Context: an optimization exercise on an open-source flow, tuned for small area, a short achievable clock period and few clock cycles per item. The choices shown serve that exercise and are no tape-out recipe. At most, simulation tests tie the RTL to the original design; equivalence was not proved. For runs 1 to 3, only the layout was checked, not whether the RTL still works. Power and IR drop assume default switching activity.

**flow/config.mk**
```make
export PLATFORM = sky130hd
export DESIGN_NAME = p286_line_dec
export DESIGN_NICKNAME = p286_line_dec
export VERILOG_FILES = /design/flow/design.v
export SDC_FILE = /design/flow/constraint.sdc
export NUM_CORES = 4
export LEC_CHECK = 0
export CAP_MARGIN = 20
export CORE_MARGIN = 2
export CORE_UTILIZATION = 60
export SLEW_MARGIN = 20
```
**flow/constraint.sdc**
```tcl
create_clock -name core_clock -period 12.0 [get_ports {clk}]
set_input_delay 2.4000 -clock core_clock [delete_from_list [all_inputs] [get_ports {clk}]]
set_output_delay 2.4000 -clock core_clock [all_outputs]
set_load 0.01 [all_outputs]
```
**flow/standard.sh**
```bash
#!/bin/bash
# synth_recipe.tcl (not shown) runs the flow's synth.tcl, then flattens the netlist and writes it again
# the make line also repeats each setting of config.mk as NAME=value (left out here)
make -C /OpenROAD-flow-scripts/flow DESIGN_CONFIG=/design/flow/config.mk WORK_HOME=/design/flow/orfs CLKGATE_MAP_FILE= SYNTH_SCRIPT=/design/flow/synth_recipe.tcl "${@:-finish}"
```
**flow/flow/run.sh**
```bash
#!/bin/bash
export BUFFER_PORTS_ARGS="-buffer_cell sky130_fd_sc_hd__buf_1"
bash standard.sh > standard.log 2>&1
```
**flow/design.v**
```verilog
module p286_line_dec (
    input  wire        clk,
    input  wire        rst,           
    input  wire        start,
    output wire        idle,
    output wire        done,
    input  wire [9:0]  line,          
    input  wire [2:0]  mode,
    input  wire [31:0] fb_ptr,
    input  wire [11:0] fb_w,
    input  wire [11:0] fb_h,
    input  wire [11:0] off_x,
    input  wire [11:0] off_y,
    input  wire [31:0] text_ptr,
    input  wire [31:0] font_ptr,
    input  wire        blink_en,
    input  wire        blink_phase,
    input  wire [4:0]  cur_row,
    input  wire [6:0]  cur_col,
    output wire        mem_req,
    output wire [31:0] mem_addr,
    input  wire        mem_gnt,
    input  wire        mem_rvalid,
    input  wire [7:0]  mem_rdata,
    output wire        lb_we,
    output wire [9:0]  lb_addr,
    output wire [7:0]  lb_data
);
    localparam [7:0] BG_INDEX = 8'd250;
    localparam [1:0] ST_IDLE = 2'd0, ST_G1 = 2'd1, ST_MUL = 2'd2, ST_RUN = 2'd3;
    reg  [1:0]  st;
    reg         idle_r, done_r;
    reg         ftxt, fpl, fm7, fb1, fb2, fb4, fhs4;
    reg         blank;        
    reg  [31:0] P;            
    reg  [31:0] F;            
    reg         c0;           
    reg         C;            
    reg         A;            
    reg  [8:0]  R;            
    reg  [9:0]  xr;           
    reg         we_r;
    reg  [7:0]  q;
    reg         W, E;         
    reg  [15:0] D, S;
    reg         dv;           
    reg  [3:0]  dcnt;         
    reg         hf;           
    reg         sf;           
    reg         ua;           
    reg  [2:0]  rcnt, acnt;   
    reg         pp;           
    reg         ph;           
    reg         req;
    reg         fin;          
    wire [20:0] M = {S[4:0], D};    
    wire [9:0]  n      = xr + 10'd1;
    wire        eqs    = (n == F[9:0]);         
    wire        eqe    = (n == F[19:10]);       
    wire        inwin  = ftxt || ((W || eqs) && !(E || eqe));
    wire        run    = (st == ST_RUN);
    wire        pend   = run && !fin;
    wire        isbg   = blank || !inwin;
    wire        produce = pend && (isbg || dv);
    wire        adv    = pend && !isbg && dv;
    wire [3:0]  elast  = fb1 ? 4'd15 : ((fm7 || (fb4 && !fhs4)) ? 4'd3 : 4'd7);
    wire        dlast  = (dcnt == elast);
    wire        xfer   = sf && (!dv || (adv && dlast));
    wire        at639  = (xr == 10'd638);
    wire        curs   = (n[9:3] == R[6:0]);
    wire        tbit   = !hf && (curs || D[15]);
    wire        big    = (D[15:11] == 5'b11111) && (D[10] || (D[9] && D[8]));    
    reg  [7:0]  pix;
    always @(*) begin
        if (ftxt)           pix = tbit ? {4'd0, D[7:4]} : {4'd0, D[3:0]};
        else if (fpl)       pix = {4'd0, D[15], D[11], D[7], D[3]};
        else if (fm7)       pix = big ? 8'd0 : D[15:8];
        else if (fb1)       pix = {7'd0, D[15]};
        else if (fb2)       pix = {6'd0, D[15:14]};
        else                pix = {4'd0, D[15:12]};
    end
    wire shift_now = ftxt || (fhs4 ? (dcnt[1:0] == 2'd3) : dcnt[0]);
    reg [15:0] dsh;
    always @(*) begin
        if (ftxt)           dsh = {D[14:8], 1'b0, D[7:0]};
        else if (fm7)       dsh = {D[7:0], 8'd0};
        else if (fb2)       dsh = {D[13:0], 2'b0};
        else if (fb4)       dsh = {D[11:0], 4'b0};
        else                dsh = {D[14:0], 1'b0};
    end
    wire [2:0]  nbm1   = ftxt ? 3'd2 : (fpl ? 3'd3 : (fm7 ? 3'd1 : 3'd0));   
    wire        taken  = req && mem_gnt;
    wire        alast  = (acnt == nbm1);
    wire        ucomp  = ua && mem_rvalid && alast;
    wire        fetch_en = pend && !blank && !E && !at639;
    wire        prep   = ua && ftxt && !pp && (acnt != 3'd0);
    wire        gready = pp && (!C || A);
    wire        adj    = ftxt && pp && C && !A;
    wire        newu   = fetch_en && !ua && (!sf || xfer);
    wire        more_t = ua && (rcnt != nbm1) && !(ftxt && rcnt == 3'd1 && !gready);
    wire        more_n = ua && (rcnt != nbm1 + 3'd1) && !(ftxt && rcnt == 3'd2 && !gready);
    wire        more   = taken ? more_t : more_n;
    wire        req_n  = fetch_en && (more || newu);
    wire        fin_n  = fin || (produce && at639);
    wire        done_c = run && fin_n && !req && (rcnt == acnt);
    wire        gsel   = ftxt && rcnt[1];
    assign mem_addr = gsel ? {F[31:12], S[15:8], F[3:0]} : P;
    wire [20:0] fc;
    assign fc[0] = 1'b1;
    genvar gi;
    generate
        for (gi = 0; gi < 20; gi = gi + 1) begin : g_fadj
            assign fc[gi+1] = fc[gi] & (F[12+gi] ^ A);
        end
    endgenerate
    wire [19:0] fadj = F[31:12] ^ fc[19:0];
    wire        txt_in = (mode[2:1] == 2'b00);
    wire [4:0]  flo    = {1'b0, font_ptr[3:0]} + {1'b0, line[3:0]};
    wire        cline  = blink_phase && (line[8:4] == cur_row) && (line[3:1] == 3'b111);
    wire [9:0]  dy     = {1'b0, R} - {1'b0, S[8:0]};           
    wire [9:0]  dh     = {1'b0, dy[8:0]} - {1'b0, D[8:0]};     
    wire        yin    = !(|S[11:9]) && !dy[9] && ((|D[11:9]) || dh[9]);
    wire [11:0] w      = F[11:0];
    reg  [11:0] sq;
    reg         sr;
    always @(*) begin
        if (fm7)             begin sq = w;                 sr = 1'b0;         end
        else if (fb1 || fpl) begin sq = {3'd0, w[11:3]};   sr = |w[2:0];      end
        else if (fb2)        begin sq = {2'd0, w[11:2]};   sr = |w[1:0];      end
        else                 begin sq = {1'd0, w[11:1]};   sr = w[0];         end
    end
    wire [12:0] scc;
    assign scc[0] = sr;
    generate
        for (gi = 0; gi < 12; gi = gi + 1) begin : g_sinc
            assign scc[gi+1] = scc[gi] & sq[gi];
        end
    endgenerate
    wire [11:0] sc     = sq ^ scc[11:0];
    wire [15:0] stride = fpl ? {2'd0, sc, 2'b00} : {4'd0, sc};
    wire [11:0] xs     = F[23:12];
    wire [9:0]  xe     = {1'b0, xs[8:0]} + {1'b0, w[8:0]};
    wire        xsbig  = fhs4 ? ((|xs[11:8]) || (xs[7] && (xs[6] || xs[5])))
                              : ((|xs[11:9]) || (xs[8] && (xs[7] || xs[6])));
    wire        xebig  = (|xs[11:9]) || (|w[11:9]) ||
                         (fhs4 ? ((|xe[9:8]) || (xe[7] && (xe[6] || xe[5])))
                               : (xe[9] || (xe[8] && (xe[7] || xe[6]))));
    wire [9:0]  as_e   = xsbig ? 10'h3FF : (fhs4 ? {xs[7:0], 2'b00} : {xs[8:0], 1'b0});
    wire [9:0]  ae_e   = xebig ? 10'h3FF : (fhs4 ? {xe[7:0], 2'b00} : {xe[8:0], 1'b0});
    wire [31:0] addb   = (st == ST_MUL) ? (R[0] ? {11'd0, M} : 32'd0) :
                         ((fpl && rcnt == 3'd3 && !ph) ? 32'hFFFF_FFFD : 32'd1);
    wire [31:0] psum;
    wire [31:0] bg0 = P & addb;
    wire [31:0] bp0 = P ^ addb;
    wire [31:0] BG [0:9];
    wire [31:0] BP [0:9];
    assign BG[0] = bg0;
    assign BP[0] = bp0;
    genvar bl, bi;
    generate
        for (bl = 0; bl < 5; bl = bl + 1) begin : g_up
            for (bi = 0; bi < 32; bi = bi + 1) begin : g_b
                if (((bi + 1) % (1 << (bl + 1))) == 0) begin : g_n
                    assign BG[bl+1][bi] = BG[bl][bi] | (BP[bl][bi] & BG[bl][bi - (1 << bl)]);
                    assign BP[bl+1][bi] = BP[bl][bi] & BP[bl][bi - (1 << bl)];
                end else begin : g_t
                    assign BG[bl+1][bi] = BG[bl][bi];
                    assign BP[bl+1][bi] = BP[bl][bi];
                end
            end
        end
        for (bl = 3; bl >= 0; bl = bl - 1) begin : g_dn
            for (bi = 0; bi < 32; bi = bi + 1) begin : g_b
                if (((bi + 1) % (1 << (bl + 1))) == (1 << bl) && bi >= (1 << (bl + 1))) begin : g_n
                    assign BG[9-bl][bi] = BG[8-bl][bi] | (BP[8-bl][bi] & BG[8-bl][bi - (1 << bl)]);
                    assign BP[9-bl][bi] = BP[8-bl][bi] & BP[8-bl][bi - (1 << bl)];
                end else begin : g_t
                    assign BG[9-bl][bi] = BG[8-bl][bi];
                    assign BP[9-bl][bi] = BP[8-bl][bi];
                end
            end
        end
    endgenerate
    assign psum = bp0 ^ {BG[9][30:0], 1'b0};
    wire [3:0]  nib    = ph ? mem_rdata[3:0] : mem_rdata[7:4];
    always @(posedge clk) begin
        we_r   <= 1'b0;
        done_r <= 1'b0;
        case (st)
            ST_IDLE: begin
                ftxt  <= txt_in;
                fpl   <= (mode == 3'd6);
                fm7   <= (mode == 3'd7);
                fb1   <= (mode == 3'd2);
                fb2   <= (mode == 3'd3);
                fb4   <= (mode == 3'd4) || (mode == 3'd5);
                fhs4  <= (mode == 3'd5);
                P     <= txt_in ? text_ptr : fb_ptr;
                F     <= txt_in ? {font_ptr[31:4], flo[3:0]} : {8'd0, off_x, fb_w};
                c0    <= flo[4];
                R     <= txt_in ? {4'd0, line[8:4]} : line[9:1];
                blank <= txt_in && (line >= 10'd400);
                D     <= txt_in ? 16'd160 : {4'd0, fb_h};
                S     <= txt_in ? 16'd0 : {4'd0, off_y};
                xr    <= {1'b0, blink_en & blink_phase, blink_en, cline ? cur_col : 7'h7F};
                if (start && idle_r) begin
                    st     <= txt_in ? ST_MUL : ST_G1;
                    idle_r <= 1'b0;
                end
            end
            ST_G1: begin
                R       <= dy[8:0];
                D       <= stride;
                S[4:0]  <= 5'd0;
                F[19:0] <= {ae_e, as_e};
                blank   <= !yin;
                st      <= ST_MUL;
            end
            ST_MUL: begin
                P <= psum;
                R <= {1'b0, R[8:1]};
                {S[4:0], D} <= {M[19:0], 1'b0};
                if (R[8:1] == 8'd0 || blank) begin
                    st   <= ST_RUN;
                    R    <= xr[8:0];
                    xr   <= 10'h3FF;
                    req  <= !blank;
                    ua   <= !blank;
                    rcnt <= 3'd0;
                    acnt <= 3'd0;
                    pp   <= 1'b0;
                    C    <= 1'b0;
                    A    <= 1'b0;
                    ph   <= 1'b0;
                    dv   <= 1'b0;
                    sf   <= 1'b0;
                    fin  <= 1'b0;
                    W    <= 1'b0;
                    E    <= 1'b0;
                end
            end
            default: begin    
                req <= req_n;
                if (taken && !gsel)
                    P <= psum;
                if (newu) begin
                    ua   <= 1'b1;
                    rcnt <= 3'd0;
                    acnt <= 3'd0;
                    pp   <= 1'b0;
                    ph   <= ~ph;
                end else begin
                    if (taken)      rcnt <= rcnt + 3'd1;
                    if (mem_rvalid) acnt <= acnt + 3'd1;
                    if (ucomp) ua <= 1'b0;
                    if (prep)  pp <= 1'b1;
                end
                if (prep)
                    {C, S[15:8]} <= {1'b0, S[15:8]} + {1'b0, F[11:4]} + {8'd0, c0};
                if (adj) begin
                    F[31:12] <= fadj;
                    A        <= 1'b1;
                end else if (taken && gsel) begin
                    if (A) F[31:12] <= fadj;
                    A <= 1'b0;
                    C <= 1'b0;
                end
                if (mem_rvalid) begin
                    if (fpl) begin
                        case (acnt[1:0])
                            2'd0:    S[3:0]   <= nib;
                            2'd1:    S[7:4]   <= nib;
                            2'd2:    S[11:8]  <= nib;
                            default: S[15:12] <= nib;
                        endcase
                    end else if (acnt[0]) begin
                        S[7:0]  <= mem_rdata;
                    end else begin
                        S[15:8] <= mem_rdata;
                    end
                end
                if (ucomp)     sf <= 1'b1;
                else if (xfer) sf <= 1'b0;
                if (xfer) begin
                    dv   <= 1'b1;
                    dcnt <= 4'd0;
                    hf   <= R[8] && S[7];
                    if (ftxt) begin
                        D[15:8] <= S[15:8];
                        D[7:4]  <= S[3:0];
                        D[3:0]  <= R[7] ? {1'b0, S[6:4]} : S[7:4];
                    end else begin
                        D <= S;
                    end
                end else if (adv) begin
                    dcnt <= dcnt + 4'd1;
                    if (dlast) dv <= 1'b0;
                    if (shift_now) D <= dsh;
                end
                if (produce) begin
                    we_r <= 1'b1;
                    xr   <= n;
                    q    <= isbg ? BG_INDEX : pix;
                    if (eqs) W <= 1'b1;
                    if (eqe && !ftxt) E <= 1'b1;
                end
                fin <= fin_n;
                if (done_c) begin
                    st     <= ST_IDLE;
                    done_r <= 1'b1;
                    idle_r <= 1'b1;
                end
            end
        endcase
        if (rst) begin
            st     <= ST_IDLE;
            idle_r <= 1'b1;
            done_r <= 1'b0;
            we_r   <= 1'b0;
            req    <= 1'b0;
        end
    end
    assign idle    = idle_r;
    assign done    = done_r;
    assign mem_req = req;
    assign lb_we   = we_r;
    assign lb_addr = xr;
    assign lb_data = q;
endmodule
```
==> flow_summary.json, run 1 <==
{
  "fin_crit_ns": 5.59,
  "synth_area_leader_cell": "edfxtp_1",
  "ys_seq_area_frac": 0.313,
  "critical_path.max_stage_delay_ns": 0.45,
  "switching_share": 0.512,
  "endpoint": "P[31]",
  "yosys_warnings": 1,
  "crit_path_start_kind": "flip-flop",
  "reg2reg_slack_ns": 6.41,
  "die_h_um": 162,
  "core-area_mm2": 0.0245,
  "synth_edf_count": 153,
  "ios": 238,
  "synth.area.mux_share": 0.0588,
  "vias": 14600,
  "nets": 2192,
  "combPwrFrac": 0.597,
  "grt_max_degree": 64,
  "dp.cells": 2197,
  "max_clock_freq_mhz": 179,
  "cts-resized-gates": 0,
  "cts_made_buffers": 17,
  "ys_async_sr_fraction": 0,
  "cts-hold-fix-buffers": 0,
  "drive_gt1_frac": 0.0756,
  "end_kind": "flip-flop",
  "synth.ff_latch_count": 159,
  "tns_ns": 0,
  "skew_ns": 0.0141,
  "maxCapViolCount": 0,
  "die_width_um": 162,
  "place_ws_ns": 6.55,
  "num_rows": 57,
  "antenna_cells": 0,
  "synth_area_mm2": 0.0150,
  "cp_cell_sequence": "inv_1 > ha_1 > buf_4 > nor3b_2 > buf_4 > a21o_1 > ha_1 > a2111oi_0 > o21ai_1 > a31oi_1 > o211ai_1 > a31o_2 > a21oi_1 > nor2b_1 > nor4_1 > o31ai_1 > fa_1 > xnor2_1 > xnor2_1 > nand2_1 > o21ai_0",
  "crit_type": "flip-flop to flip-flop",
  "slew_viol_final": 0,
  "antenna_found_initial": 0,
  "synth_xor_area_frac": 0.0679,
  "pwr_density_cell_mw_per_mm2": 292,
  "synthSimpleGateAreaFrac": 0.170,
  "cts_sinks": 159,
  "crit_buf_inv": 3,
  "fillerInstances": 2067,
  "fin_util": 0.679,
  "seq_power_share": 0.289,
  "crit_arrival_ns": 5.75,
  "cts.path.max_buffers": 2,
  "worstSetupStartpoint": "st[0]",
  "vias_per_cell": 6.56,
  "tightest_slew_ns": 1.11,
  "cp_top_family": "compound AO/OA/AOI/OAI gates",
  "intPower_mw": 2.37,
  "yosysUniqueCellTypes": 99,
  "drc": 0,
  "slowest_stage": "dfxtp_1",
  "period_share": 0.466,
  "cp.required_ns": 12.16,
  "netlist_instances": 1732,
  "synth_top_family_by_area": "compound AO/OA/AOI/OAI gates",
  "crit_fanout": 38,
  "grt_util_all_layers": 0.390,
  "dr.pass1.iters": 6,
  "ant_nets": 0,
  "slew_headroom": 0.257,
  "syn2layout_area_growth_pct": 10.4,
  "initial_core_util": 0.615,
  "synth_compound_area_frac": 0.232,
  "numPortBuffers": 237,
  "setup_viol": 0,
  "clockRootBuffer": "clkbuf_16",
  "yosysMostFrequentCell": "nand2_1",
  "syn-num-nets": 2032,
  "yosys-top-cells-count": "nand2_1, edfxtp_1, nor2_1, a21oi_1, o21ai_0",
  "worstSkewPairLatency_ns": 0.45,
  "holdCritPathClass": "flip-flop to flip-flop",
  "overflow": 0,
  "ir_drop_mv": 0.193,
  "h-tree-depth": 4,
  "r2r-end": "P[31]",
  "rsz0062_at_grt": "no",
  "power_switching_mw": 2.49,
  "clkTransAtPathRegs_ns": 0.08,
  "synth_top_area_share": 0.305,
  "hold_viol_final": 0,
  "postCtsSetupBuffers": 0,
  "dp_hpwl_um": 38000,
  "fin_ws_ns": 6.41,
  "drt_iter0_markers": 1933,
  "syn_avg_cell_area_um2": 8.69,
  "place.gp.congestion": 0.949,
  "reg2reg_from": "st[0]",
  "grt_pass1_wl_um": 78700,
  "status": "no timing/DRC/antenna violations",
  "clkPwrFrac": 0.113,
  "cts_tree": "done",
  "final_cells": 2229,
  "reg2reg_depth": 21,
  "die_area_mm2": 0.0264,
  "leakage_nw": 6.56,
  "grt_pass1_vias": 13800,
  "wire_per_inst_um": 23.1,
  "synth_adder_area_share": 0.107,
  "synth_area_leaders": "edfxtp_1, ha_1, nand2_1",
  "synth_flop_cell": "edfxtp_1",
  "drt_wl_total_um": 51600,
  "path_depth": 21
}
## placed cells by master, fill, tap and decap left out, types with 8 or more instances in the layout
| master | synthesis | routed |
|---|---|---|
| nor2b_1 | 15 | 15 |
| xor2_1 | 49 | 49 |
| nor3_1 | 29 | 29 |
| ha_1 | 95 | 94 |
| o211ai_1 | 18 | 18 |
| nand3_1 | 25 | 25 |
| a21oi_1 | 127 | 126 |
| xnor2_1 | 51 | 51 |
| a21o_1 | 31 | 31 |
| a22oi_1 | 14 | 14 |
| a221oi_1 | 21 | 21 |
| clkbuf_16 | 0 | 17 |
| mux2_2 | 33 | 33 |
| nor2_1 | 143 | 143 |
| buf_4 | 2 | 21 |
| buf_1 | 11 | 237 |
| a32oi_1 | 8 | 8 |
| a221oi_2 | 11 | 11 |
| o21ai_1 | 11 | 12 |
| and2_1 | 10 | 10 |
| nand2_1 | 254 | 253 |
| a221o_1 | 10 | 10 |
| a31oi_1 | 51 | 51 |
| o21ai_0 | 112 | 111 |
| inv_1 | 67 | 67 |
| nand2b_1 | 15 | 15 |
| nor4_1 | 10 | 10 |
| mux2i_1 | 49 | 49 |
| fa_1 | 21 | 21 |
| o31ai_1 | 9 | 9 |
| edfxtp_1 | 153 | 153 |
| nand4_1 | 8 | 8 |
| a211oi_1 | 22 | 22 |
## routing by layer
layer | vias to the layer above | track usage | share of wire | wire length, um
met1 | 6828 | 0.534 | 0.41 | 20900
met4 | 0 | 0.167 | 0.044 | 2240
met3 | 158 | 0.0901 | 0.11 | 5820
li1 | 6647 | - | - | -
met2 | 997 | 0.593 | 0.44 | 22600
met5 | - | 0 | 0 | 0
## cell families after synthesis
kind of cell    count (synthesis)
compound gates                516
xor+xnor                      107
fa+ha+maj                     116
buf+inv                       192
flops                         159
mux                            83
simple gates                  559
## through the flow
| stage | power [mW] | area (um^2) | hold slack [ns] |
|---|---|---|---|
| 5_1_grt | 5.16 | 16600 | 0.616 |
| 3_5_place_dp | 4.19 | 16000 | 0.567 |
| 6_report | 4.85 | 16600 | 0.583 |
| 3_3_place_gp | 4.15 | 16000 | 0.512 |
| 4_1_cts | 4.76 | 16600 | 0.586 |
| 2_1_floorplan | 3.32 | 15000 | 0.554 |
## registers in the layout, summed over array words and instances (netlist names), 2 cells and up
register,count
rcnt,3
q,8
F,32
xr,10
st,2
dcnt,4
P,32
S,16
D,16
R,9
acnt,3
## worst min-delay path by stage
stage / slack [ns] / start / end / depth (start not counted)
2_1_floorplan: 0.55 / idle_r / idle_r / 2
3_3_place_gp: 0.51 / idle_r / idle_r / 2
3_5_place_dp: 0.57 / idle_r / idle_r / 2
4_1_cts: 0.59 / idle_r / idle_r / 2
5_1_grt: 0.62 / idle_r / idle_r / 2
6_report: 0.58 / idle_r / idle_r / 2
## worst min-delay path: stages, from the launching register on
cell	delay, ns
dfxtp_1	0.38
a21oi_1	0.08
o311ai_1	0.08
## cell type report
cell class	instances	area [um^2]	share of cell area
Clock buffer	18	439	0.0264
Clock inverter	14	129	0.00776
Inverter	75	282	0.0170
Multi-Input combinational cell	1381	9590	0.577
Sequential cell	159	4710	0.284
Tap cell	324	405	0.0244
Timing Repair Buffer	258	1050	0.0631
## power by group through the flow
stage | Combinational (mW) | Clock [mW] | Sequential [mW]
final | 2.90 | 0.551 | 1.41
after global routing | 3.17 | 0.568 | 1.42
after CTS | 2.83 | 0.547 | 1.38
after detailed placement | 2.80 | 0 | 1.39
after global placement | 2.77 | 0 | 1.39
after floorplan | 2.20 | 0 | 1.12
==> run 2, diff against run 1 <==
==> flow/flow/run.sh (replaced) <==
#!/bin/bash
export BUFFER_PORTS_ARGS="-buffer_cell sky130_fd_sc_hd__buf_1"
export SETUP_SLACK_MARGIN=7
bash standard.sh > standard.log 2>&1
==> run 2 against run 1 <==
Effect of this change:
- still clean on timing, DRC and antenna
- count of clock-buffer cells in the layout is the same
- hold slack worse by 0.032 ns
- via count up 0.42%
- clock power grew 2%
- worst setup slack better by 0.74 ns
- combinational power hardly changed
- clock skew grew 0.0018 ns
- die area did not move
- critical path type unchanged
- critical endpoint unchanged
- largest cell class unchanged
- highest routed layer unchanged
==> flow_summary.json, run 2 <==
{
  "status": "no timing/DRC/antenna violations",
  "vias_per_cell": 6.58,
  "drt_wl_total_um": 52000,
  "reg2reg_slack_ns": 7.15,
  "die_area_mm2": 0.0264,
  "worstHoldStart": "idle_r",
  "fin_crit_ns": 4.85,
  "final_area_mm2": 0.0167,
  "yosys-top-cells-count": "nand2_1, edfxtp_1, nor2_1, a21oi_1, o21ai_0",
  "syn-num-nets": 2032,
  "reg_top3": "F: 32 flops, P: 32 flops",
  "initial_core_util": 0.615,
  "ir_drop_mv": 0.237,
  "ys_seq_area_frac": 0.313,
  "drt_iter0_markers": 2133,
  "whs_endpoint": "idle_r",
  "synth_area_mm2": 0.0150,
  "syn2layout_area_growth_pct": 11.2,
  "whs_path_depth": 2,
  "crit_type": "flip-flop to flip-flop",
  "layout_common_cells": "nand2_1, buf_1, edfxtp_1",
  "clkTransAtPathRegs_ns": 0.08,
  "power.total_mw": 4.89,
  "tns_ns": 0,
  "setup_viol": 0,
  "skew_ns": 0.0159,
  "syn_avg_cell_area_um2": 8.69,
  "crit_path_start_kind": "flip-flop",
  "yosys_warnings": 1,
  "slew_headroom": 0.273,
  "end_kind": "flip-flop",
  "worstSkewPairLatency_ns": 0.45,
  "netlist_instances": 1732,
  "overflow": 0,
  "multiInputGateArea_mm2": 0.00963,
  "nets": 2195,
  "fillerInstances": 2060,
  "holdCritPathClass": "flip-flop to flip-flop",
  "wire_per_inst_um": 23.3,
  "cts.path.max_buffers": 2,
  "die_h_um": 162,
  "antenna_found_initial": 0,
  "grt_max_degree": 79,
  "vias": 14700,
  "place.gp.congestion": 0.979,
  "ys_async_sr_fraction": 0,
  "die_width_um": 162,
  "drive_gt1_frac": 0.0802,
  "final_common_cell": "nand2_1",
  "cts_made_buffers": 17,
  "yosysUniqueCellTypes": 99,
  "cts_tree": "done",
  "r2r-end": "P[31]",
  "grt_util_all_layers": 0.393,
  "hold_viol_final": 0,
  "seq_power_share": 0.287,
  "switching_share": 0.512,
  "pwr_density_cell_mw_per_mm2": 292,
  "grt_pass1_wl_um": 79300,
  "crit_arrival_ns": 5.01,
  "dr.pass1.iters": 7,
  "fin_util": 0.684,
  "core-area_mm2": 0.0245,
  "max_clock_freq_mhz": 206,
  "dpl-instance-area_mm2": 0.0160,
  "numPortBuffers": 237,
  "num_rows": 57,
  "slew_viol_final": 0,
  "synth_flop_cell": "edfxtp_1",
  "period_share": 0.404,
  "hold_ws_ns": 0.552,
  "crit_fanout": 37,
  "cts_sinks": 159,
  "grt_pass1_vias": 13900,
  "tightest_slew_ns": 1.09,
  "synth.ff_latch_count": 159,
  "intPower_mw": 2.39,
  "maxCapViolCount": 0,
  "drc": 0,
  "reg2reg_depth": 20,
  "h-tree-depth": 4,
  "synth_edf_count": 153,
  "synth_area_leaders": "edfxtp_1, ha_1, nand2_1",
  "clockRootBuffer": "clkbuf_16",
  "synth_top_area_share": 0.305,
  "power_switching_mw": 2.50,
  "ios": 238,
  "seqCellArea_mm2": 0.00471,
  "clkPwrFrac": 0.115,
  "reg2reg_from": "st[0]",
  "yosysMostFrequentCell": "nand2_1",
  "cp.required_ns": 12.16,
  "ant_nets": 0,
  "leakage_nw": 6.63,
  "cts-hold-fix-buffers": 0,
  "rsz0062_at_grt": "yes",
  "dp_hpwl_um": 38300,
  "combPwrFrac": 0.598,
  "synth_area_leader_cell": "edfxtp_1"
}
-- run 2: worst max-delay path, stage by stage (launching register included) --
cell and delay [ns]:
dfxtp_1 0.36, inv_1 0.19, ha_2 0.32, buf_12 0.26
nand2_1 0.13, ha_1 0.21, fa_1 0.43, a211oi_1 0.33
o21ai_1 0.19, a31oi_4 0.24, o211ai_1 0.15, a31o_2 0.28
a21oi_1 0.15, nor2b_1 0.09, nor4_2 0.21, o31ai_1 0.16
fa_1 0.42, xnor2_1 0.19, xnor2_1 0.08, nand2_1 0.06
o21ai_0 0.08
-- run 2: worst max path at each step --
stage | from | end | slack, ns
floorplan | st[0] | P[31] | 7.02
global placement | st[0] | P[31] | 6.16
detailed placement | st[0] | P[31] | 6.03
CTS | rcnt[1] | P[31] | 7.00
global route | fpl | P[31] | 6.83
finish | st[0] | P[31] | 7.15
-- run 2: power groups by stage --
stage               logic, mW  registers [mW]  clock network, mW
CTS                      2.84            1.38              0.555
finish                   2.93            1.40              0.562
global route             3.18            1.42              0.573
global placement         2.75            1.39                  0
floorplan                2.20            1.12                  0
detailed placement       2.80            1.39                  0
-- run 2: stage by stage --
step,instances,setup slack (ns)
floorplan,1732,7.02
global placement,2194,6.16
detailed placement,2195,6.03
CTS,2230,7.00
global route,2232,6.83
finish,2233,7.15
-- run 2: logic make-up (layout without fill, tap and decap cells) --
logic type	Yosys count	count (layout)	share of synthesized area
AOI/OAI and AO/OA	516	516	0.232
and+or+nand+nor	559	559	0.170
buffers and inverters	192	368	0.0514
other	0	1	0
muxes	83	83	0.0588
adders and majority gates	116	116	0.107
DFF	159	159	0.313
xor gates and xnor gates	107	107	0.0679
-- run 2: layer usage --
| layer | wire length (um) | global-route usage |
|---|---|---|
| met1 | 20700 | 0.531 |
| met2 | 23200 | 0.615 |
| met3 | 5830 | 0.0873 |
| met4 | 2240 | 0.163 |
| met5 | 0 | 0 |
-- run 2: area by class of cell --
class / instances / area share
repair buffers: 261 / 0.0670
diodes: 1 / 0.000150
clock inverters: 14 / 0.00830
inverters: 75 / 0.0171
multi-input cells: 1381 / 0.575
well taps: 324 / 0.0242
flip-flops and latches: 159 / 0.282
clock buffers: 18 / 0.0262
-- run 2: timing repair --
action                                 in CTS  in global routing
endpoints found under the hold margin       0                  0
setup endpoints to repair                  17                  9
setup buffers                               3                  2
pin swaps                                   1                  0
gates resized for setup                    10                  9
==> run 3, diff against run 2 <==
==> flow/flow/run.sh (replaced) <==
#!/bin/bash
export BUFFER_PORTS_ARGS="-buffer_cell sky130_fd_sc_hd__buf_1"
export SETUP_SLACK_MARGIN=8
bash standard.sh > standard.log 2>&1
==> run 3 against run 2 <==
Effect of this change:
- clock skew barely moved
- worst setup slack improved by 0.24 ns
- hold slack got worse by 0.011 ns
- sequential power rose by 4%
- clock power rose by 4.1%
- critical path depth rose by 1
- largest power group unchanged
- highest routed layer unchanged
==> flow_summary.json, run 3 <==
{
  "synth_area_mm2": 0.0150,
  "fillerInstances": 1833,
  "whs_endpoint": "idle_r",
  "drt_iter0_markers": 2168,
  "synth_top_family_by_area": "compound AO/OA/AOI/OAI gates",
  "grt_pass1_vias": 14400,
  "final_cells": 2281,
  "synth_top_area_share": 0.305,
  "yosys_warnings": 1,
  "vias": 15300,
  "antenna_cells": 0,
  "antenna_found_initial": 0,
  "tightest_slew_ns": 0.952,
  "setup_viol": 0,
  "use_met2": 0.638,
  "r2r-end": "P[31]",
  "worstSetupStartpoint": "rcnt[1]",
  "critical_path.max_stage_delay_ns": 0.44,
  "synth_adder_area_share": 0.107,
  "period_share": 0.383,
  "fin_ws_ns": 7.40,
  "die_width_um": 162,
  "cts-hold-fix-buffers": 0,
  "syn-num-nets": 2032,
  "drive_gt1_frac": 0.158,
  "hold_viol_final": 0,
  "end_kind": "flip-flop",
  "wire_per_inst_um": 25.2,
  "crit_type": "flip-flop to flip-flop",
  "dp_hpwl_um": 39100,
  "die_h_um": 162,
  "place.gp.congestion": 0.972,
  "whs_path_depth": 2,
  "synthSimpleGateAreaFrac": 0.170,
  "worstSkewPairLatency_ns": 0.44,
  "crit_top_cell": "ha_4",
  "max_clock_freq_mhz": 217,
  "crit_fanout": 8,
  "rsz0062_at_grt": "yes",
  "clkTransAtPathRegs_ns": 0.08,
  "dr.pass1.iters": 6,
  "synth_xor_area_frac": 0.0679,
  "netlist_instances": 1732,
  "tns_ns": 0,
  "num_rows": 57,
  "vias_per_cell": 6.72,
  "layout_common_cells": "nand2_1, buf_1, edfxtp_1",
  "slowest_stage": "edfxtp_1",
  "numPortBuffers": 237,
  "yosys-top-cells-count": "nand2_1, edfxtp_1, nor2_1, a21oi_1, o21ai_0",
  "grt-busiest-layer": "met2",
  "overflow": 0,
  "place_ws_ns": 6.75,
  "reg2reg_slack_ns": 7.40,
  "synth_area_leader_cell": "edfxtp_1",
  "crit_arrival_ns": 4.78,
  "leakage_nw": 7.19,
  "reg2reg_from": "rcnt[1]",
  "initial_core_util": 0.615,
  "pwr_density_cell_mw_per_mm2": 296,
  "slew_headroom": 0.365,
  "status": "no timing/DRC/antenna violations",
  "grt_pass1_wl_um": 84500,
  "hold_ws_ns": 0.541,
  "ys_seq_area_frac": 0.313,
  "synth.ff_latch_count": 159,
  "h-tree-depth": 4,
  "synth.area.mux_share": 0.0588,
  "yosysUniqueCellTypes": 99,
  "cts_made_buffers": 17,
  "holdCritPathClass": "flip-flop to flip-flop",
  "crit_path_start_kind": "flip-flop",
  "synth_edf_count": 153,
  "cts_sinks": 159,
  "fin_crit_ns": 4.60,
  "grt_max_degree": 83,
  "syn_avg_cell_area_um2": 8.69,
  "use_met3": 0.0782,
  "syn2layout_area_growth_pct": 20.3,
  "maxCapViolCount": 0,
  "cts.path.max_buffers": 2,
  "final_common_cell": "nand2_1",
  "cp.required_ns": 12.18,
  "grt_util_all_layers": 0.424,
  "skew_ns": 0.0161,
  "multiInputGateArea_mm2": 0.0103,
  "drc": 0,
  "synth_area_leaders": "edfxtp_1, ha_1, nand2_1",
  "reg_top3": "F: 32 flops, P: 32 flops",
  "cp_cell_sequence": "ha_2 > ha_4 > nor3b_4 > buf_6 > clkbuf_16 > a21o_4 > ha_4 > a2111oi_4 > o21ai_2 > a31oi_4 > o211ai_1 > a31o_2 > a21oi_2 > nor2b_2 > nor4_4 > o31ai_2 > fa_2 > xnor2_2 > xnor2_1 > nand2_1 > o21ai_1",
  "synth_flop_cell": "edfxtp_1",
  "slew_viol_final": 0,
  "ys_async_sr_fraction": 0,
  "synth_compound_area_frac": 0.232,
  "cts_tree": "done",
  "worstHoldStart": "idle_r",
  "clockRootBuffer": "clkbuf_16",
  "core-area_mm2": 0.0245,
  "nets": 2244,
  "ant_nets": 0,
  "ios": 238,
  "dp.cells": 2194,
  "reg2reg_depth": 21,
  "ir_drop_mv": 0.269,
  "die_area_mm2": 0.0264,
  "yosysMostFrequentCell": "nand2_1",
  "met1_usage": 0.586,
  "seqCellArea_mm2": 0.00472,
  "drt_wl_total_um": 57400
}
## run 3: cell counts after synthesis
No cell type changed its count.
## run 3: area by class of cell
class                   count  area share
clock buffers              17      0.0235
clock inverters            15     0.00947
inverters                  75      0.0169
multi-input cells        1388       0.569
flip-flops and latches    159       0.261
well taps                 324      0.0224
repair buffers            303      0.0981
## run 3: what timing repair did
item / CTS / global route
resized for setup: 85 / 145
setup buffers: 32 / 12
gates cloned: 10 / 1
pin swaps: 20 / 32
endpoints found under the setup margin: 104 / 98
## run 3: stage by stage
step	util	cell area, um^2	power, mW
global route	0.740	18100	5.62
global placement	0.659	16100	4.19
finish	0.740	18100	5.36
floorplan	-	15200	3.35
CTS	0.712	17400	4.99
detailed placement	0.659	16100	4.23
## run 3: how the worst max path moves through the flow
stage	cells past startpoint	to	slack, ns
CTS	20	P[31]	7.73
global route	22	P[31]	7.32
detailed placement	20	P[31]	6.75
floorplan	22	P[31]	7.82
finish	21	P[31]	7.40
global placement	20	P[31]	6.89
## run 3: cells by family after synthesis
family / count (synthesis)
AO/OA/AOI/OAI: 516
XOR/XNOR: 107
multiplexers: 83
AND/OR/NAND/NOR: 559
adder cells (fa/ha/maj): 116
flip-flops: 159
buffers and inverters: 192
## run 3: power breakdown
group	internal (mW)	switching [mW]
Combinational	1.38	1.94
Clock	0.314	0.271
Sequential	0.950	0.502
## run 3: layer usage
layer,vias up,share of wire
li1,6788,-
met1,7123,0.37
met2,1211,0.44
met3,213,0.13
met4,0,0.053
met5,-,0
## run 3: critical path: cells and delay by family (launching register included)
kind,cells,cell delay (ns)
AO/OA/AOI/OAI,9,1.65
XOR/XNOR,2,0.30
adder cells (fa/ha/maj),4,0.97
buffers and inverters,2,0.30
flip-flops,1,0.44
AND/OR/NAND/NOR,4,0.66
==> run 4, diff against run 3 <==
--- a/flow/design.v
+++ b/flow/design.v
@@ -54,4 +54,5 @@
     reg         req;
     reg         fin;          
+    reg         gs;           
     wire [20:0] M = {S[4:0], D};    
     wire [9:0]  n      = xr + 10'd1;
@@ -104,5 +105,6 @@
     wire        fin_n  = fin || (produce && at639);
     wire        done_c = run && fin_n && !req && (rcnt == acnt);
-    wire        gsel   = ftxt && rcnt[1];
+    wire        gsel   = gs;
+    wire [2:0]  rcnt_n = newu ? 3'd0 : (taken ? rcnt + 3'd1 : rcnt);
     assign mem_addr = gsel ? {F[31:12], S[15:8], F[3:0]} : P;
     wire [20:0] fc;
@@ -130,12 +132,5 @@
         else                 begin sq = {1'd0, w[11:1]};   sr = w[0];         end
     end
-    wire [12:0] scc;
-    assign scc[0] = sr;
-    generate
-        for (gi = 0; gi < 12; gi = gi + 1) begin : g_sinc
-            assign scc[gi+1] = scc[gi] & sq[gi];
-        end
-    endgenerate
-    wire [11:0] sc     = sq ^ scc[11:0];
+    wire [11:0] sc     = sq + {11'd0, sr};
     wire [15:0] stride = fpl ? {2'd0, sc, 2'b00} : {4'd0, sc};
     wire [11:0] xs     = F[23:12];
@@ -150,37 +145,5 @@
     wire [31:0] addb   = (st == ST_MUL) ? (R[0] ? {11'd0, M} : 32'd0) :
                          ((fpl && rcnt == 3'd3 && !ph) ? 32'hFFFF_FFFD : 32'd1);
-    wire [31:0] psum;
-    wire [31:0] bg0 = P & addb;
-    wire [31:0] bp0 = P ^ addb;
-    wire [31:0] BG [0:9];
-    wire [31:0] BP [0:9];
-    assign BG[0] = bg0;
-    assign BP[0] = bp0;
-    genvar bl, bi;
-    generate
-        for (bl = 0; bl < 5; bl = bl + 1) begin : g_up
-            for (bi = 0; bi < 32; bi = bi + 1) begin : g_b
-                if (((bi + 1) % (1 << (bl + 1))) == 0) begin : g_n
-                    assign BG[bl+1][bi] = BG[bl][bi] | (BP[bl][bi] & BG[bl][bi - (1 << bl)]);
-                    assign BP[bl+1][bi] = BP[bl][bi] & BP[bl][bi - (1 << bl)];
-                end else begin : g_t
-                    assign BG[bl+1][bi] = BG[bl][bi];
-                    assign BP[bl+1][bi] = BP[bl][bi];
-                end
-            end
-        end
-        for (bl = 3; bl >= 0; bl = bl - 1) begin : g_dn
-            for (bi = 0; bi < 32; bi = bi + 1) begin : g_b
-                if (((bi + 1) % (1 << (bl + 1))) == (1 << bl) && bi >= (1 << (bl + 1))) begin : g_n
-                    assign BG[9-bl][bi] = BG[8-bl][bi] | (BP[8-bl][bi] & BG[8-bl][bi - (1 << bl)]);
-                    assign BP[9-bl][bi] = BP[8-bl][bi] & BP[8-bl][bi - (1 << bl)];
-                end else begin : g_t
-                    assign BG[9-bl][bi] = BG[8-bl][bi];
-                    assign BP[9-bl][bi] = BP[8-bl][bi];
-                end
-            end
-        end
-    endgenerate
-    assign psum = bp0 ^ {BG[9][30:0], 1'b0};
+    wire [31:0] psum   = P + addb;
     wire [3:0]  nib    = ph ? mem_rdata[3:0] : mem_rdata[7:4];
     always @(posedge clk) begin
@@ -226,4 +189,5 @@
                     xr   <= 10'h3FF;
                     req  <= !blank;
+                    gs   <= 1'b0;
                     ua   <= !blank;
                     rcnt <= 3'd0;
@@ -242,4 +206,5 @@
             default: begin    
                 req <= req_n;
+                gs  <= ftxt && (rcnt_n == 3'd2);
                 if (taken && !gsel)
                     P <= psum;
@@ -298,8 +263,8 @@
                     if (shift_now) D <= dsh;
                 end
+                q <= isbg ? BG_INDEX : pix;
                 if (produce) begin
                     we_r <= 1'b1;
                     xr   <= n;
-                    q    <= isbg ? BG_INDEX : pix;
                     if (eqs) W <= 1'b1;
                     if (eqe && !ftxt) E <= 1'b1;
==> flow/flow/run.sh (replaced) <==
#!/bin/bash
export BUFFER_PORTS_ARGS="-buffer_cell sky130_fd_sc_hd__buf_1"
export SETUP_SLACK_MARGIN=7.6
bash standard.sh > standard.log 2>&1
==> run 4 against run 3 <==
Effect of this change:
- combinational power up 4%
- power up 4.2%
- routed wire length is 2.6% lower
- synthesized cell count rose by 9.6%
- synthesized area is 4.6% higher
- cell count grew 5.0%
- hold slack improved by 0.028 ns
- utilization fell by 6.9 points
- die area is 4.5% higher
- largest power group unchanged
- highest routed layer is now met5
==> flow_summary.json, run 4 <==
{
  "wire_per_inst_um": 23.4,
  "core-area_mm2": 0.0259,
  "maxCapViolCount": 0,
  "antenna_found_initial": 1,
  "ir_drop_mv": 0.210,
  "synth_area_leaders": "edfxtp_1, ha_1, nand2_1",
  "grt_pass1_vias": 14900,
  "end_kind": "flip-flop",
  "layout_common_cells": "nand2_1, buf_1, nor2_1",
  "ios": 238,
  "rsz0062_at_grt": "yes",
  "crit_path_start_kind": "flip-flop",
  "dr.pass1.iters": 7,
  "final_common_cell": "nand2_1",
  "skew_ns": 0.0160,
  "crit_fanout": 19,
  "crit_arrival_ns": 4.36,
  "synth_area_leader_cell": "edfxtp_1",
  "grt_max_degree": 97,
  "worstSkewPairLatency_ns": 0.45,
  "crit_top_cell": "nand2_1",
  "setup_viol": 0,
  "yosysMostFrequentCell": "nand2_1",
  "dp.cells": 2357,
  "clockRootBuffer": "clkbuf_16",
  "synth_top_area_share": 0.294,
  "cp_cell_sequence": "clkinv_1 > a21o_1 > o21ai_0 > a22o_1 > nand2_1 > o31ai_4 > nand2_1 > a21oi_1",
  "slowest_stage": "edfxtp_1",
  "syn2layout_area_growth_pct": 10.5,
  "yosys-top-cells-count": "nand2_1, a21oi_1, nor2_1, edfxtp_1, o21ai_0",
  "overflow": 0,
  "cts_made_buffers": 17,
  "holdCritPathClass": "flip-flop to flip-flop",
  "slew_headroom": 0.272,
  "h-tree-depth": 4,
  "fin_crit_ns": 4.28,
  "cts_sinks": 160,
  "slew_viol_final": 0,
  "initial_core_util": 0.607,
  "die_h_um": 166,
  "syn_avg_cell_area_um2": 8.29,
  "period_share": 0.357,
  "yosys_warnings": 1,
  "ant_nets": 0,
  "yosysUniqueCellTypes": 93,
  "fillerInstances": 2254,
  "tightest_slew_ns": 1.09,
  "hold_viol_final": 0,
  "nets": 2325,
  "syn-num-nets": 2176,
  "drive_gt1_frac": 0.0689,
  "vias": 15900,
  "die_width_um": 166,
  "leakage_nw": 6.87,
  "final_cells": 2396,
  "netlist_instances": 1898,
  "cts.path.max_buffers": 2,
  "ys_seq_area_frac": 0.302,
  "cts_tree": "done",
  "critical_path.max_stage_delay_ns": 1.00,
  "drt_wl_total_um": 56000,
  "ys_async_sr_fraction": 0,
  "status": "no timing/DRC/antenna violations",
  "die_area_mm2": 0.0275,
  "synth_area_mm2": 0.0157,
  "cp.required_ns": 12.07,
  "synth_edf_count": 154,
  "vias_per_cell": 6.63,
  "dp_hpwl_um": 41000,
  "reg_top3": "F: 32 flops, P: 32 flops",
  "tns_ns": 0,
  "grt_pass1_wl_um": 84200,
  "pwr_density_cell_mw_per_mm2": 322,
  "drc": 0,
  "num_rows": 59,
  "place.gp.congestion": 0.988,
  "grt_util_all_layers": 0.392,
  "max_clock_freq_mhz": 234,
  "synth_flop_cell": "edfxtp_1",
  "numPortBuffers": 237,
  "drt_iter0_markers": 1949,
  "crit_type": "flip-flop to flip-flop",
  "clkTransAtPathRegs_ns": 0.08,
  "synth.ff_latch_count": 160
}
[run 4: changes by cell type in the layout (fill, tap and decap cells not counted), sizes merged, moves of 10 or more]
cell | previous run | this run
nor2 | 146 | 170
a21oi | 130 | 172
o21a | 3 | 15
and3 | 9 | 20
fa | 21 | 6
a21o | 31 | 47
a221oi | 33 | 19
o21ai | 127 | 117
buf | 298 | 264
mux2i | 50 | 72
xnor2 | 53 | 76
o211ai | 20 | 10
a31oi | 52 | 40
[run 4: what timing repair did]
action                     in CTS  in global routing
hold buffers                    0                  0
setup endpoints to repair      26                 27
gates resized for setup         5                 14
pin swaps                       0                  3
buffers inserted                0                  6
[run 4: kinds of logic (layout without fill, tap and decap cells)]
| group | after synthesis | after routing | share of synthesized area |
|---|---|---|---|
| other | 0 | 1 | 0 |
| XOR/XNOR | 129 | 129 | 0.0732 |
| flip-flops | 160 | 160 | 0.302 |
| adder cells (fa/ha/maj) | 94 | 94 | 0.0776 |
| multiplexers | 113 | 113 | 0.0756 |
| AO/OA/AOI/OAI | 569 | 569 | 0.235 |
| buffers and inverters | 206 | 368 | 0.0525 |
| AND/OR/NAND/NOR | 627 | 627 | 0.185 |
[run 4: routing by layer]
metal | wire [um] | global-route usage | part of all wire
met1 | 21300 | 0.506 | 0.38
met2 | 25200 | 0.623 | 0.45
met3 | 6430 | 0.0856 | 0.11
met4 | 2960 | 0.195 | 0.053
met5 | 13 | 0 | 0.00023
[run 4: worst paths after layout]
check,startpoint,endpoint,slack (ns),cells after the start
setup / recovery,fhs4,dcnt[0],7.72,8
hold / removal,st[0],st[0],0.57,2
setup reg to reg,fhs4,dcnt[0],7.72,8
hold reg to reg,st[0],st[0],0.57,2
[run 4: cell type report]
cell class / instances / area (um^2) / area share
multi-input cells: 1532 / 10200 / 0.589
inverters: 72 / 274 / 0.0158
flip-flops and latches: 160 / 4740 / 0.273
well taps: 335 / 419 / 0.0241
clock inverters: 14 / 128 / 0.00734
clock buffers: 18 / 429 / 0.0247
diodes: 1 / 2.50 / 0.000144
repair buffers: 264 / 1140 / 0.0657
[run 4: per-stage QoR]
stage          area, um^2  power, mW  hold WS [ns]  setup slack, ns  utilization
2_1_floorplan       15700       3.83         0.516             7.80            -
3_3_place_gp        16700       4.83         0.547             6.97        0.644
3_5_place_dp        16700       4.88         0.555             6.90        0.644
4_1_cts             17300       5.45         0.564             7.44        0.666
5_1_grt             17400       5.90         0.592             7.52        0.671
6_report            17400       5.59         0.568             7.72        0.671
[run 4: critical path, delay by kind of cell (launching register included)]
| kind | cells | cell delay (ns) |
|---|---|---|
| buf+inv | 1 | 0.65 |
| compound gates | 5 | 1.71 |
| simple gates | 2 | 0.53 |
| flops | 1 | 1.00 |
[run 4: where the power goes]
part / internal (mW) / total, mW / switching (mW)
registers: 1.02 / 1.58 / 0.566
logic: 1.35 / 3.45 / 2.10
clock network: 0.289 / 0.553 / 0.263
Testbench counts of run 4, summed over its fixed seeds: cycles 124,989, lines 192.
==> run 5, diff against run 4 <==
==> flow/flow/run.sh (replaced) <==
#!/bin/bash
export BUFFER_PORTS_ARGS="-buffer_cell sky130_fd_sc_hd__buf_1"
export SETUP_SLACK_MARGIN=7.2
bash standard.sh > standard.log 2>&1
==> run 5 against run 4 <==
Effect of this change:
- count of clock-buffer cells in the layout unchanged
- synthesized cell count unchanged
- sequential share of layout area up 0.19 points
- non-clock buffer count down 6
- critical path depth up 8
- still clean on timing, DRC and antenna
- register-to-register slack worse by 0.45 ns
- via count up 0.11%
- clock power about the same
- largest power group unchanged
- die area unchanged
==> flow_summary.json, run 5 <==
{
  "syn_avg_cell_area_um2": 8.29,
  "core-area_mm2": 0.0259,
  "holdCritPathClass": "flip-flop to flip-flop",
  "antenna_found_initial": 1,
  "ys_async_sr_fraction": 0,
  "fin_crit_ns": 4.73,
  "dp_hpwl_um": 41000,
  "synth_area_mm2": 0.0157,
  "maxCapViolCount": 0,
  "wire_per_inst_um": 23.4,
  "grt_pass1_vias": 14900,
  "ys_seq_area_frac": 0.302,
  "r2r-end": "P[24]",
  "ant_nets": 0,
  "multiInputGateArea_mm2": 0.0102,
  "yosysUniqueCellTypes": 93,
  "rsz0062_at_grt": "yes",
  "final_area_mm2": 0.0173,
  "die_width_um": 166,
  "postCtsSetupBuffers": 0,
  "final_cells": 2390,
  "drt_iter0_markers": 2035,
  "synth_flop_cell": "edfxtp_1",
  "drive_gt1_frac": 0.0628,
  "syn2layout_area_growth_pct": 9.70,
  "crit_fanout": 40,
  "use_met3": 0.0877,
  "place_ws_ns": 6.90,
  "synth_top_area_share": 0.294,
  "layout_common_cells": "nand2_1, buf_1, nor2_1",
  "synth_area_leader_cell": "edfxtp_1",
  "hold_ws_ns": 0.569,
  "place.gp.congestion": 0.988,
  "use_met2": 0.623,
  "syn-num-nets": 2176,
  "reg2reg_slack_ns": 7.27,
  "grt-busiest-layer": "met2",
  "tns_ns": 0,
  "cts-hold-fix-buffers": 0,
  "slew_headroom": 0.280,
  "reg_top3": "F: 32 flops, P: 32 flops",
  "hold_viol_final": 0,
  "synth_area_leaders": "edfxtp_1, ha_1, nand2_1",
  "reg2reg_depth": 16,
  "synth.ff_latch_count": 160,
  "period_share": 0.394,
  "status": "no timing/DRC/antenna violations",
  "vias": 15900,
  "crit_arrival_ns": 5.00,
  "die_h_um": 166,
  "die_area_mm2": 0.0275,
  "grt_pass1_wl_um": 84100,
  "met1_usage": 0.505,
  "initial_core_util": 0.607,
  "cts.path.max_buffers": 2,
  "cp.required_ns": 12.27,
  "clockRootBuffer": "clkbuf_16",
  "dr.pass1.iters": 6,
  "worstSkewPairLatency_ns": 0.45,
  "drc": 0,
  "grt_util_all_layers": 0.391,
  "skew_ns": 0.0192,
  "grt_max_degree": 97,
  "crit_type": "flip-flop to flip-flop",
  "overflow": 0,
  "setup_viol": 0,
  "netlist_instances": 1898,
  "power.total_mw": 5.57,
  "drt_wl_total_um": 55900,
  "h-tree-depth": 4,
  "max_clock_freq_mhz": 211,
  "cts_tree": "done",
  "whs_path_depth": 2,
  "pwr_density_cell_mw_per_mm2": 323,
  "fin_util": 0.666,
  "leakage_nw": 6.83,
  "yosys-top-cells-count": "nand2_1, a21oi_1, nor2_1, edfxtp_1, o21ai_0",
  "dpl-instance-area_mm2": 0.0167,
  "ir_drop_mv": 0.210,
  "dp.cells": 2357,
  "ios": 238,
  "nets": 2319,
  "seqCellArea_mm2": 0.00474,
  "cts_made_buffers": 17,
  "reg2reg_from": "st[0]",
  "end_kind": "flip-flop",
  "crit_path_start_kind": "flip-flop",
  "fillerInstances": 2261,
  "worstHoldStart": "st[0]",
  "tightest_slew_ns": 1.08,
  "fin_ws_ns": 7.27,
  "numPortBuffers": 237,
  "slew_viol_final": 0,
  "final_common_cell": "nand2_1",
  "clkTransAtPathRegs_ns": 0.07,
  "synth_edf_count": 154,
  "vias_per_cell": 6.65,
  "yosysMostFrequentCell": "nand2_1",
  "num_rows": 59,
  "whs_endpoint": "st[0]",
  "yosys_warnings": 1,
  "cts_sinks": 160
}
run 5: cell counts after synthesis:
No cell type changed its count.
run 5: how the worst max path moves through the flow:
stage	from	cells after the start	endpoint	slack, ns
6_report	st[0]	16	P[24]	7.27
5_1_grt	st[0]	16	P[22]	7.10
4_1_cts	st[0]	15	P[31]	7.24
3_5_place_dp	mode[2]	9	D[9]	6.90
3_3_place_gp	mode[2]	9	D[9]	6.97
2_1_floorplan	mem_gnt	3	P[0]	7.80
run 5: metal layers:
| layer | part of all wire | vias to the layer above |
|---|---|---|
| met5 | 0.00023 | - |
| met1 | 0.39 | 7380 |
| li1 | - | 7211 |
| met3 | 0.11 | 219 |
| met4 | 0.052 | 2 |
| met2 | 0.45 | 1087 |
run 5: where the power goes:
part | switching [mW] | internal, mW
logic | 2.09 | 1.33
registers | 0.567 | 1.02
clock network | 0.265 | 0.290
total | 2.93 | 2.64
run 5: layout make-up:
class | instances | share of cell area
clock inverter | 14 | 0.00739
antenna | 1 | 0.000145
tap | 335 | 0.0243
multi-input combinational | 1532 | 0.592
timing repair buffer | 258 | 0.0609
clock buffer | 18 | 0.0249
inverter | 72 | 0.0157
sequential | 160 | 0.275
run 5: critical path: stages, from the launching register on:
cell	delay [ns]
dfxtp_1	0.44
inv_1	0.16
ha_1	0.24
buf_4	0.29
nor3b_2	0.21
buf_4	0.38
a21o_1	0.14
ha_1	0.26
nor2b_1	0.15
o21a_1	0.17
o21ai_0	0.30
a21oi_1	0.25
a211oi_1	0.74
o21bai_1	0.25
a21oi_1	0.27
nand4_1	0.13
o211ai_1	0.15
run 5: kinds of logic (layout without fill, tap and decap cells):
| kind of cell | Yosys count | count (layout) | synth area share |
|---|---|---|---|
| buffers and inverters | 206 | 362 | 0.0525 |
| flip-flops | 160 | 160 | 0.302 |
| AND/OR/NAND/NOR | 627 | 627 | 0.185 |
| other | 0 | 1 | 0 |
| AO/OA/AOI/OAI | 569 | 569 | 0.235 |
| adder cells (fa/ha/maj) | 94 | 94 | 0.0776 |
| XOR/XNOR | 129 | 129 | 0.0732 |
| multiplexers | 113 | 113 | 0.0756 |
run 5: what timing repair did:
| item | 4_1_cts | 5_1_grt |
|---|---|---|
| endpoints found under the setup margin | 0 | 12 |
| hold endpoints to repair | 0 | 0 |
| gates resized for setup | 0 | 3 |
==> run 6, diff against run 5 <==
--- a/flow/design.v
+++ b/flow/design.v
@@ -46,5 +46,4 @@
     reg         dv;           
     reg  [3:0]  dcnt;         
-    reg         hf;           
     reg         sf;           
     reg         ua;           
@@ -70,10 +69,10 @@
     wire        at639  = (xr == 10'd638);
     wire        curs   = (n[9:3] == R[6:0]);
-    wire        tbit   = !hf && (curs || D[15]);
+    wire        tbit   = !(R[8] && D[7]) && (curs || D[15]);    
     wire        big    = (D[15:11] == 5'b11111) && (D[10] || (D[9] && D[8]));    
     reg  [7:0]  pix;
     always @(*) begin
-        if (ftxt)           pix = tbit ? {4'd0, D[7:4]} : {4'd0, D[3:0]};
-        else if (fpl)       pix = {4'd0, D[15], D[11], D[7], D[3]};
+        if (ftxt)           pix = tbit ? {4'd0, D[3:0]} : {4'd0, D[7] && !R[7], D[6:4]};
+        else if (fpl)       pix = {4'd0, D[3], D[7], D[11], D[15]};
         else if (fm7)       pix = big ? 8'd0 : D[15:8];
         else if (fb1)       pix = {7'd0, D[15]};
@@ -84,9 +83,8 @@
     reg [15:0] dsh;
     always @(*) begin
-        if (ftxt)           dsh = {D[14:8], 1'b0, D[7:0]};
-        else if (fm7)       dsh = {D[7:0], 8'd0};
-        else if (fb2)       dsh = {D[13:0], 2'b0};
-        else if (fb4)       dsh = {D[11:0], 4'b0};
-        else                dsh = {D[14:0], 1'b0};
+        if (fm7 && run)      dsh = {D[7:0], 8'd0};
+        else if (fb2 && run) dsh = {D[13:0], 2'b0};
+        else if (fb4 && run) dsh = {D[11:0], 4'b0};
+        else                 dsh = {D[14:0], 1'b0};
     end
     wire [2:0]  nbm1   = ftxt ? 3'd2 : (fpl ? 3'd3 : (fm7 ? 3'd1 : 3'd0));   
@@ -183,5 +181,5 @@
                 P <= psum;
                 R <= {1'b0, R[8:1]};
-                {S[4:0], D} <= {M[19:0], 1'b0};
+                {S[4:0], D} <= {S[3:0], D[15], dsh};
                 if (R[8:1] == 8'd0 || blank) begin
                     st   <= ST_RUN;
@@ -233,10 +231,5 @@
                 if (mem_rvalid) begin
                     if (fpl) begin
-                        case (acnt[1:0])
-                            2'd0:    S[3:0]   <= nib;
-                            2'd1:    S[7:4]   <= nib;
-                            2'd2:    S[11:8]  <= nib;
-                            default: S[15:12] <= nib;
-                        endcase
+                        S <= {S[11:0], nib};
                     end else if (acnt[0]) begin
                         S[7:0]  <= mem_rdata;
@@ -250,16 +243,12 @@
                     dv   <= 1'b1;
                     dcnt <= 4'd0;
-                    hf   <= R[8] && S[7];
-                    if (ftxt) begin
-                        D[15:8] <= S[15:8];
-                        D[7:4]  <= S[3:0];
-                        D[3:0]  <= R[7] ? {1'b0, S[6:4]} : S[7:4];
-                    end else begin
-                        D <= S;
-                    end
+                    D    <= S;
                 end else if (adv) begin
                     dcnt <= dcnt + 4'd1;
                     if (dlast) dv <= 1'b0;
-                    if (shift_now) D <= dsh;
+                    if (shift_now) begin
+                        D[15:8] <= dsh[15:8];
+                        if (!ftxt) D[7:0] <= dsh[7:0];
+                    end
                 end
                 q <= isbg ? BG_INDEX : pix;
==> flow/flow/run.sh (replaced) <==
#!/bin/bash
export BUFFER_PORTS_ARGS="-buffer_cell sky130_fd_sc_hd__buf_1"
export SETUP_SLACK_MARGIN=7.6
bash standard.sh > standard.log 2>&1
==> run 6 against run 5 <==
Effect of this change:
- clock power rose by 3%
- hold slack got worse by 0.038 ns
- combinational power rose by 3%
- critical path depth fell by 7
- count of clock-buffer cells in the layout rose by 2
- via count fell by 5.0%
- sequential power barely moved
- critical endpoint is now D[9]
- global-route usage rose by 1.5 points
- highest routed layer unchanged
- synthesized cell count fell by 6.7%
==> flow_summary.json, run 6 <==
{
  "syn-num-nets": 2045,
  "power.total_mw": 5.67,
  "grt_util_all_layers": 0.406,
  "layout_common_cells": "nand2_1, buf_1, edfxtp_1",
  "clkTransAtPathRegs_ns": 0.07,
  "reg2reg_slack_ns": 7.79,
  "reg2reg_from": "rcnt[0]",
  "core-area_mm2": 0.0244,
  "ys_seq_area_frac": 0.315,
  "clkPwrFrac": 0.101,
  "hold_viol_final": 0,
  "synth_top_area_share": 0.307,
  "clockRootBuffer": "clkbuf_16",
  "cts_sinks": 159,
  "synth_edf_count": 153,
  "yosys-top-cells-count": "nand2_1, edfxtp_1, nor2_1, a21oi_1, o21ai_0",
  "tightest_slew_ns": 1.06,
  "wire_per_inst_um": 23.8,
  "syn2layout_area_growth_pct": 12.3,
  "tns_ns": 0,
  "drc": 0,
  "status": "no timing/DRC/antenna violations",
  "place.gp.congestion": 1.03,
  "worstSkewPairLatency_ns": 0.44,
  "yosysMostFrequentCell": "nand2_1",
  "hold_ws_ns": 0.531,
  "cp_cell_sequence": "buf_1 > or2_2 > buf_4 > inv_4 > nor2_1 > buf_4 > a221o_1 > a221oi_1 > a21oi_1",
  "combPwrFrac": 0.621,
  "vias": 15100,
  "dp.cells": 2239,
  "crit_type": "input pin to flip-flop",
  "seq_power_share": 0.278,
  "reg_top3": "F: 32 flops, P: 32 flops",
  "syn_avg_cell_area_um2": 8.45,
  "nets": 2222,
  "die_h_um": 162,
  "vias_per_cell": 6.61,
  "rsz0062_at_grt": "no",
  "h-tree-depth": 4,
  "power_switching_mw": 2.90,
  "synth_flop_cell": "edfxtp_1",
  "crit_path_start_kind": "input pin",
  "slew_headroom": 0.295,
  "cts_made_buffers": 17,
  "yosys_warnings": 1,
  "cts_tree": "done",
  "netlist_instances": 1770,
  "synth_area_leader_cell": "edfxtp_1",
  "maxCapViolCount": 0,
  "critical_path.max_stage_delay_ns": 0.37,
  "initial_core_util": 0.613,
  "die_width_um": 162,
  "crit_fanout": 27,
  "skew_ns": 0.0169,
  "grt_max_degree": 90,
  "ir_drop_mv": 0.225,
  "synth_area_mm2": 0.0150,
  "leakage_nw": 6.85,
  "num_rows": 57,
  "synth.ff_latch_count": 159,
  "multiInputGateArea_mm2": 0.00961,
  "intPower_mw": 2.76,
  "worstSetupStartpoint": "mode[2]",
  "drt_wl_total_um": 54400,
  "dp_hpwl_um": 39800,
  "overflow": 0,
  "dr.pass1.iters": 9,
  "slew_viol_final": 0,
  "switching_share": 0.512,
  "final_cells": 2285,
  "max_clock_freq_mhz": 233,
  "grt_pass1_wl_um": 81400,
  "fin_util": 0.689,
  "drt_iter0_markers": 1944,
  "seqCellArea_mm2": 0.00472,
  "endpoint": "D[9]",
  "setup_viol": 0,
  "reg2reg_depth": 15,
  "fillerInstances": 2028,
  "r2r-end": "P[28]",
  "ys_async_sr_fraction": 0,
  "slowest_stage": "a221o_1",
  "end_kind": "flip-flop",
  "die_area_mm2": 0.0262,
  "grt_pass1_vias": 14100,
  "pwr_density_cell_mw_per_mm2": 337,
  "cp.required_ns": 12.16,
  "fin_crit_ns": 4.29,
  "period_share": 0.357,
  "cts.path.max_buffers": 2,
  "ant_nets": 0,
  "antenna_found_initial": 3,
  "crit_top_cell": "buf_4",
  "crit_arrival_ns": 4.45,
  "synth_area_leaders": "edfxtp_1, ha_1, nand2_1",
  "holdCritPathClass": "flip-flop to flip-flop",
  "drive_gt1_frac": 0.0735,
  "numPortBuffers": 237,
  "ios": 238,
  "yosysUniqueCellTypes": 86
}
==> run 6: power by group through the flow <==
stage	Clock, mW	Sequential [mW]	Combinational (mW)
after floorplan	0	1.25	2.56
after global placement	0	1.56	3.28
after detailed placement	0	1.56	3.35
after CTS	0.569	1.55	3.38
after global routing	0.591	1.59	3.82
final	0.571	1.58	3.52
==> run 6: cell families (layout without fill, tap and decap cells) <==
| logic type | after synthesis | after routing | share of synthesized area |
|---|---|---|---|
| AOI/OAI and AO/OA | 515 | 515 | 0.225 |
| xor gates and xnor gates | 126 | 126 | 0.0805 |
| adders and majority gates | 91 | 91 | 0.0791 |
| buffers and inverters | 188 | 378 | 0.0494 |
| DFF | 159 | 159 | 0.315 |
| muxes | 95 | 95 | 0.0667 |
| other | 0 | 1 | 0 |
| and+or+nand+nor | 596 | 596 | 0.184 |
==> run 6: layer usage <==
metal | GRT usage | wire length, um | share of wire | vias up
li1 | - | - | - | 6828
met1 | 0.532 | 20300 | 0.37 | 6968
met2 | 0.642 | 24500 | 0.45 | 1108
met3 | 0.0858 | 6690 | 0.12 | 197
met4 | 0.198 | 2870 | 0.053 | 2
met5 | 0 | 13 | 0.00024 | -
==> run 6: what timing repair did <==
item                                    CTS  global route
resized for setup                        12            15
pin swaps                                 1             2
buffers inserted                          1            12
endpoints found under the setup margin   21            16
hold buffers                              0             0
==> run 6: area by class of cell <==
cell class,instances,share of cell area
diodes,1,0.000149
clock buffers,20,0.0278
clock inverters,12,0.00730
inverters,72,0.0162
multi-input cells,1423,0.572
flip-flops and latches,159,0.281
well taps,324,0.0241
repair buffers,274,0.0718
==> run 6: metrics by stage <==
step           worst slack, ns  area, um^2
6_report                  7.71       16800
5_1_grt                   7.61       16800
4_1_cts                   7.61       16700
3_5_place_dp              6.75       16000
3_3_place_gp              6.85       16000
2_1_floorplan             7.79       15000
==> run 6: critical path, delay by kind of cell <==
family                 cells  cell delay, ns
buffers and inverters      4            0.91
AOI/OAI and AO/OA          3            0.70
and+or+nand+nor            2            0.38
==> run 6: how the worst min path moves through the flow <==
stage / startpoint / end / cells past startpoint
after floorplan: ph / ph / 1
after global placement: idle_r / idle_r / 2
after detailed placement: idle_r / idle_r / 2
after CTS: idle_r / idle_r / 2
after global routing: ph / ph / 1
final: idle_r / idle_r / 2
Testbench counts of run 6, summed over its fixed seeds: cycles 124,989, lines 192.

re-timing with driven ports:
The flow's constraints put no driver on any port. The routed layouts listed below were extracted and timed again, unchanged, in two steps. Step 1: set_driving_cell puts a clkbuf_16 on clk and a buf_2 on each other input, an assumption about the parent block. Step 2, shift: input delay + t, output delay - t, t = (earliest + latest rising clock arrival at the registers) / 2. This alone moves slack from input paths to output paths. Slacks: ideal ports / drivers / drivers and shift; pairs: ideal ports / drivers.
run | t (ns) | setup WS [ns] | worst setup path after step 2
run 1 | 0.493 | 6.411 / 6.411 / 6.411 | register to register
run 2 | 0.493 | 7.155 / 7.155 / 6.810 | input to register
run 3 | 0.489 | 7.399 / 7.399 / 7.399 | register to register
run 4 | 0.491 | 7.718 / 7.709 / 7.286 | input to register
run 5 | 0.484 | 7.271 / 7.271 / 7.061 | input to register
run 6 | 0.482 | 7.712 / 7.732 / 7.255 | input to register
After both steps setup and hold are still met in every run listed. The setup slack of run 6, which loses most, moves by +0.020 ns with the drivers and by -0.457 ns with both steps.
